Context: an optimization exercise on an open-source flow, tuned for a short achievable clock period. The choices shown serve that exercise and are no tape-out recipe. At most, simulation tests tie the RTL to the original design; equivalence was not proved. Power is estimated from default activity; no workload was simulated.

==> flow/design.v <==
module frame_check #(
    parameter [7:0] START = 8'hA5,
    parameter [7:0] STOP  = 8'h5A
) (
    input  wire [39:0] frame,
    output wire [1:0]  status,    
    output wire [7:0]  option,
    output wire [7:0]  value
);
    wire [7:0] b0 = frame[39:32];
    wire [7:0] b1 = frame[31:24];
    wire [7:0] b2 = frame[23:16];
    wire [7:0] b3 = frame[15:8];
    wire [7:0] b4 = frame[7:0];
    wire [7:0] t     = b1 ^ b2;
    wire [7:0] carry = {(t[6:0] & ~b3[6:0]) | (~t[6:0] & b1[6:0]), 1'b0};
    wire [7:0] miss  = t ^ (b3 ^ carry);
    wire       sum_ok     = ~|miss;
    wire       markers_ok = (b0 == START) && (b4 == STOP);
    assign status = {markers_ok & ~sum_ok, ~markers_ok};
    assign option = b1;
    assign value  = b2;
endmodule
module frame_codec_queue #(
    parameter [7:0] START = 8'hA5,
    parameter [7:0] STOP  = 8'h5A
) (
    input  wire        clk,
    input  wire        rst,
    input  wire        enq_valid,
    input  wire [7:0]  enq_data,
    input  wire        deq_req,
    output wire        deq_valid,
    output wire [39:0] deq_frame,
    output wire [1:0]  deq_status,
    output wire [7:0]  deq_option,
    output wire [7:0]  deq_value,
    output wire        empty,
    output reg         full,
    input  wire [7:0]  enc_option,
    input  wire [7:0]  enc_value,
    output wire [39:0] enc_frame,
    input  wire [39:0] dec_frame,
    output wire [1:0]  dec_status,
    output wire [7:0]  dec_option,
    output wire [7:0]  dec_value
);
    localparam [1:0] ST_NONE_AVAILABLE = 2'd3;
    reg [39:0] slot [0:3];    
    reg [3:0]  wfi;           
    reg [4:0]  wbi;           
    reg [3:0]  rfi;           
    reg [39:0] head;          
    reg [39:0] nxt;           
    reg [1:0]  head_status;   
    reg        empty_r;       
    assign empty      = empty_r;
    assign deq_valid  = ~empty_r;
    assign deq_frame  = head;
    assign deq_status = head_status;
    assign deq_option = head[31:24];
    assign deq_value  = head[23:16];
    wire [3:0] rfi_inc  = {rfi[2:0], rfi[3]};
    wire [3:0] rfi_inc2 = {rfi[1:0], rfi[3:2]};
    wire [3:0] wfi_inc  = {wfi[2:0], wfi[3]};
    wire       hit_cur  = |(wfi & rfi);        
    wire       hit_nxt  = |(wfi & rfi_inc);    
    wire       hit_nxt2 = |(wfi & rfi_inc2);   
    wire       hit_prv  = |(wfi_inc & rfi);    
    wire do_deq = deq_req & ~empty_r;
    wire do_enq = enq_valid & ~rst;
    wire wrap   = do_enq & wbi[4];
    wire [3:0] rfi_n  = rst ? 4'b0001 : (do_deq ? rfi_inc : rfi);
    wire [3:0] wfi_n  = rst ? 4'b0001 : (wrap ? wfi_inc : wfi);
    wire [4:0] wbi_n  = rst ? 5'b00001 : (do_enq ? {wbi[3:0], wbi[4]} : wbi);
    wire       full_d = full & ~(do_deq & hit_cur);
    wire       meet   = do_deq ? hit_cur : hit_prv;          
    wire       full_n = ~rst & (full_d | (wrap & meet));
    wire       same_n = rst | (wrap == do_deq ? hit_cur : (wrap ? hit_prv : hit_nxt));
    wire       empty_n = ~full_n & same_n;
    wire [39:0] cur_slot  = head;
    wire [39:0] nxt2_slot = ({40{rfi_inc2[0]}} & slot[0]) | ({40{rfi_inc2[1]}} & slot[1]) |
                            ({40{rfi_inc2[2]}} & slot[2]) | ({40{rfi_inc2[3]}} & slot[3]);
    wire [39:0] head_base = rst ? slot[0] : (do_deq ? nxt : cur_slot);
    wire [39:0] nxt_base  = rst ? slot[1] : (do_deq ? nxt2_slot : nxt);
    wire        head_hit  = do_enq & (do_deq ? hit_nxt : hit_cur);
    wire        nxt_hit   = do_enq & (do_deq ? hit_nxt2 : hit_nxt);
    reg [39:0] head_n, nxt_n;
    integer i;
    always @(*) begin
        head_n = head_base;
        nxt_n  = nxt_base;
        for (i = 0; i < 5; i = i + 1) begin
            if (head_hit && wbi[i]) head_n[39-8*i -: 8] = enq_data;
            if (nxt_hit  && wbi[i]) nxt_n[39-8*i -: 8]  = enq_data;
        end
    end
    wire [1:0] head_check;
    frame_check #(.START(START), .STOP(STOP)) u_head_check (
        .frame  (head_n),
        .status (head_check),
        .option (),
        .value  ()
    );
    always @(posedge clk) begin
        rfi         <= rfi_n;
        wfi         <= wfi_n;
        wbi         <= wbi_n;
        full        <= full_n;
        empty_r     <= empty_n;
        head        <= head_n;
        nxt         <= nxt_n;
        head_status <= empty_n ? ST_NONE_AVAILABLE : head_check;
    end
    genvar s, b;
    generate
        for (s = 0; s < 4; s = s + 1) begin : g_slot
            for (b = 0; b < 5; b = b + 1) begin : g_byte
                always @(posedge clk) begin
                    if (do_enq && wfi[s] && wbi[b])
                        slot[s][39-8*b -: 8] <= enq_data;
                end
            end
        end
    endgenerate
    wire [7:0] eg = enc_option & enc_value;
    wire [7:0] ep = enc_option | enc_value;
    wire [7:0] ex = enc_option ^ enc_value;
    wire g10 = eg[1] | ep[1] & eg[0];
    wire g32 = eg[3] | ep[3] & eg[2];  wire p32 = ep[3] & ep[2];
    wire g54 = eg[5] | ep[5] & eg[4];  wire p54 = ep[5] & ep[4];
    wire g20 = eg[2] | ep[2] & g10;
    wire g30 = g32 | p32 & g10;
    wire g64 = eg[6] | ep[6] & g54;    wire p64 = ep[6] & p54;
    wire g40 = eg[4] | ep[4] & g30;
    wire g50 = g54 | p54 & g30;
    wire g60 = g64 | p64 & g30;
    wire [7:0] enc_sum = ex ^ {g60, g50, g40, g30, g20, g10, eg[0], 1'b0};
    assign enc_frame = {START, enc_option, enc_value, enc_sum, STOP};
    frame_check #(.START(START), .STOP(STOP)) u_dec_check (
        .frame  (dec_frame),
        .status (dec_status),
        .option (dec_option),
        .value  (dec_value)
    );
endmodule
Settings: LEC_CHECK=0, CAP_MARGIN=20, CORE_MARGIN=2, CORE_UTILIZATION=40, SETUP_SLACK_MARGIN=2.5, SLEW_MARGIN=20, TNS_END_PERCENT=100; clock period 5.0 ns.
standard.sh (not shown) runs the stock make flow with config.mk's settings and CLKGATE_MAP_FILE= SYNTH_SCRIPT=/design/flow/synth_recipe.tcl, a recipe that flattens the netlist after the stock synthesis.
==> flow/flow/run.sh <==
#!/bin/bash
# ORFS layout through the standard.sh, with two changes to synthesis:
# - Yosys's full/half-adder extraction is off (ADDER_MAP_FILE empty);
# - ABC maps with flow/speed.abc, a delay-driven script, in place of ORFS's
#   abc_speed.script, and maps the purely combinational encoder and decoder
#   cones (enc_frame, dec_status) in runs of their own first, so that each is
#   mapped for its own delay rather than relaxed to the design's longest path.
# The port buffers are buf_8 cells.  Registers, and everything else, are
# the standard flow's.
set -euo pipefail
W=$PWD
{
  echo 'proc abc {args} {'
  echo '  set i [lsearch -exact $args -script]'
  echo '  if {$i >= 0} { lset args [expr {$i + 1}] $::env(SPEED_ABC_SCRIPT) }'
  echo '  foreach out {enc_frame dec_status} {'
  echo '    yosys select -set cone w:$out %ci*'
  echo '    yosys abc {*}$args @cone'
  echo '  }'
  echo '  yosys select -clear'
  echo '  yosys abc {*}$args'
  echo '}'
  cat synth_recipe.tcl
} > my_synth.tcl
export SPEED_ABC_SCRIPT=$W/flow/speed.abc
bash standard.sh SYNTH_SCRIPT=$W/my_synth.tcl ADDER_MAP_FILE= "BUFFER_PORTS_ARGS=-buffer_cell sky130_fd_sc_hd__buf_8" finish > standard.log 2>&1
==> flow/flow/speed.abc <==
strash
balance
rewrite
refactor
balance
dch -f
map -D 200
buffer -c
upsize -D 200
dnsize -D 200
The starting point ran to the end with no violations.
Rerun with:
--- a/flow/design.v
+++ b/flow/design.v
@@ -4,9 +4,10 @@
 ) (
     input  wire [39:0] frame,
     output wire [1:0]  status,    
     output wire [7:0]  option,
-    output wire [7:0]  value
+    output wire [7:0]  value,
+    output wire        sum_ok      
 );
     wire [7:0] b0 = frame[39:32];
     wire [7:0] b1 = frame[31:24];
     wire [7:0] b2 = frame[23:16];
@@ -14,9 +15,9 @@
     wire [7:0] b4 = frame[7:0];
     wire [7:0] t     = b1 ^ b2;
     wire [7:0] carry = {(t[6:0] & ~b3[6:0]) | (~t[6:0] & b1[6:0]), 1'b0};
     wire [7:0] miss  = t ^ (b3 ^ carry);
-    wire       sum_ok     = ~|miss;
+    assign     sum_ok     = ~|miss;
     wire       markers_ok = (b0 == START) && (b4 == STOP);
     assign status = {markers_ok & ~sum_ok, ~markers_ok};
     assign option = b1;
     assign value  = b2;
@@ -94,24 +95,22 @@
             if (head_hit && wbi[i]) head_n[39-8*i -: 8] = enq_data;
             if (nxt_hit  && wbi[i]) nxt_n[39-8*i -: 8]  = enq_data;
         end
     end
-    wire [1:0] head_check;
-    frame_check #(.START(START), .STOP(STOP)) u_head_check (
-        .frame  (head_n),
-        .status (head_check),
-        .option (),
-        .value  ()
-    );
+    wire [1:0] head_s, nxt_s;
+    cand_status #(.START(START), .STOP(STOP)) u_head_st (
+        .frame(head), .wbi(wbi), .hit(do_enq & hit_cur), .byte_in(enq_data), .status(head_s));
+    cand_status #(.START(START), .STOP(STOP)) u_nxt_st (
+        .frame(nxt), .wbi(wbi), .hit(do_enq & hit_nxt), .byte_in(enq_data), .status(nxt_s));
     always @(posedge clk) begin
         rfi         <= rfi_n;
         wfi         <= wfi_n;
         wbi         <= wbi_n;
         full        <= full_n;
         empty_r     <= empty_n;
         head        <= head_n;
         nxt         <= nxt_n;
-        head_status <= empty_n ? ST_NONE_AVAILABLE : head_check;
+        head_status <= empty_n ? ST_NONE_AVAILABLE : (do_deq ? nxt_s : head_s);
     end
     genvar s, b;
     generate
         for (s = 0; s < 4; s = s + 1) begin : g_slot
@@ -140,7 +139,46 @@
     frame_check #(.START(START), .STOP(STOP)) u_dec_check (
         .frame  (dec_frame),
         .status (dec_status),
         .option (dec_option),
-        .value  (dec_value)
+        .value  (dec_value),
+        .sum_ok ()
     );
 endmodule
+module cand_status #(
+    parameter [7:0] START = 8'hA5,
+    parameter [7:0] STOP  = 8'h5A
+) (
+    input  wire [39:0] frame,
+    input  wire [4:0]  wbi,
+    input  wire        hit,
+    input  wire [7:0]  byte_in,
+    output wire [1:0]  status
+);
+    wire [7:0] b0 = frame[39:32];
+    wire [7:0] b1 = frame[31:24];
+    wire [7:0] b2 = frame[23:16];
+    wire [7:0] b3 = frame[15:8];
+    wire [7:0] b4 = frame[7:0];
+    wire [1:0] plain;
+    wire       sok;
+    frame_check #(.START(START), .STOP(STOP)) u_check (
+        .frame(frame), .status(plain), .option(), .value(), .sum_ok(sok));
+    wire mk0 = (b0 == START);
+    wire mk4 = (b4 == STOP);
+    wire [7:0] target = wbi[0] ? START :
+                        wbi[4] ? STOP :
+                        wbi[1] ? b3 - b2 :
+                        wbi[2] ? b3 - b1 : b1 + b2;
+    wire match = (byte_in == target);
+    reg [1:0] st_match, st_miss;
+    always @(*) begin
+        if (wbi[0] | wbi[4]) begin
+            st_match = (wbi[0] ? ~mk4 : ~mk0) ? 2'd1 : (sok ? 2'd0 : 2'd2);
+            st_miss  = 2'd1;
+        end else begin
+            st_match = (mk0 & mk4) ? 2'd0 : 2'd1;
+            st_miss  = (mk0 & mk4) ? 2'd2 : 2'd1;
+        end
+    end
+    assign status = hit ? (match ? st_match : st_miss) : plain;
+endmodule
What happened:
- The changed run passed the timing, design-rule and antenna checks
- via count grows by 31%
- total power goes up by 10%
- worst setup slack improved by 0.018 ns
- non-clock buffer count increases by 39
- final cell count rose by 30%
- combinational power rose by 52%
- clock power decreases by about 5%
- critical path depth does not change
- core utilization shrinks by 1.1 points
- first-iteration DRC count grows by 7.4%
For the second run of this note, only the layout was checked, not whether the RTL still works.

[separate check: timing with driven ports]
No port has a modelled driver above. Below, the same layouts with a new extraction and two added sets of constraints.
Step 1, drivers: a clkbuf_16 drives clk and a buf_2 each remaining input, both assumed.
Step 2 adds t to the input delays and takes it off the output delays; t is the mean of the earliest and latest rising clock arrival at the registers after step 1. Input paths then give back, and output paths get back, about the clock's delay inside the block.
Three values: ideal ports, drivers, drivers and shift; two values: the first two.
| run | shift t [ns] | setup slack, ns | hold WS [ns] | clock arrival spread, ns | cell pins on the clock port's net |
|---|---|---|---|---|---|
| the first run | 0.590 | 1.987 / 1.934 / 1.626 | 0.580 / 0.580 / 0.580 | 0.012 / 0.012 | 1 |
| the second run | 0.583 | 2.005 / 1.955 / 1.955 | 0.530 / 0.530 / 0.530 | 0.021 / 0.021 | 1 |
After both steps setup and hold are still met in every run listed. For the first run, which loses most, drivers alone change the setup slack by -0.053 ns; drivers and shift together by -0.361 ns.
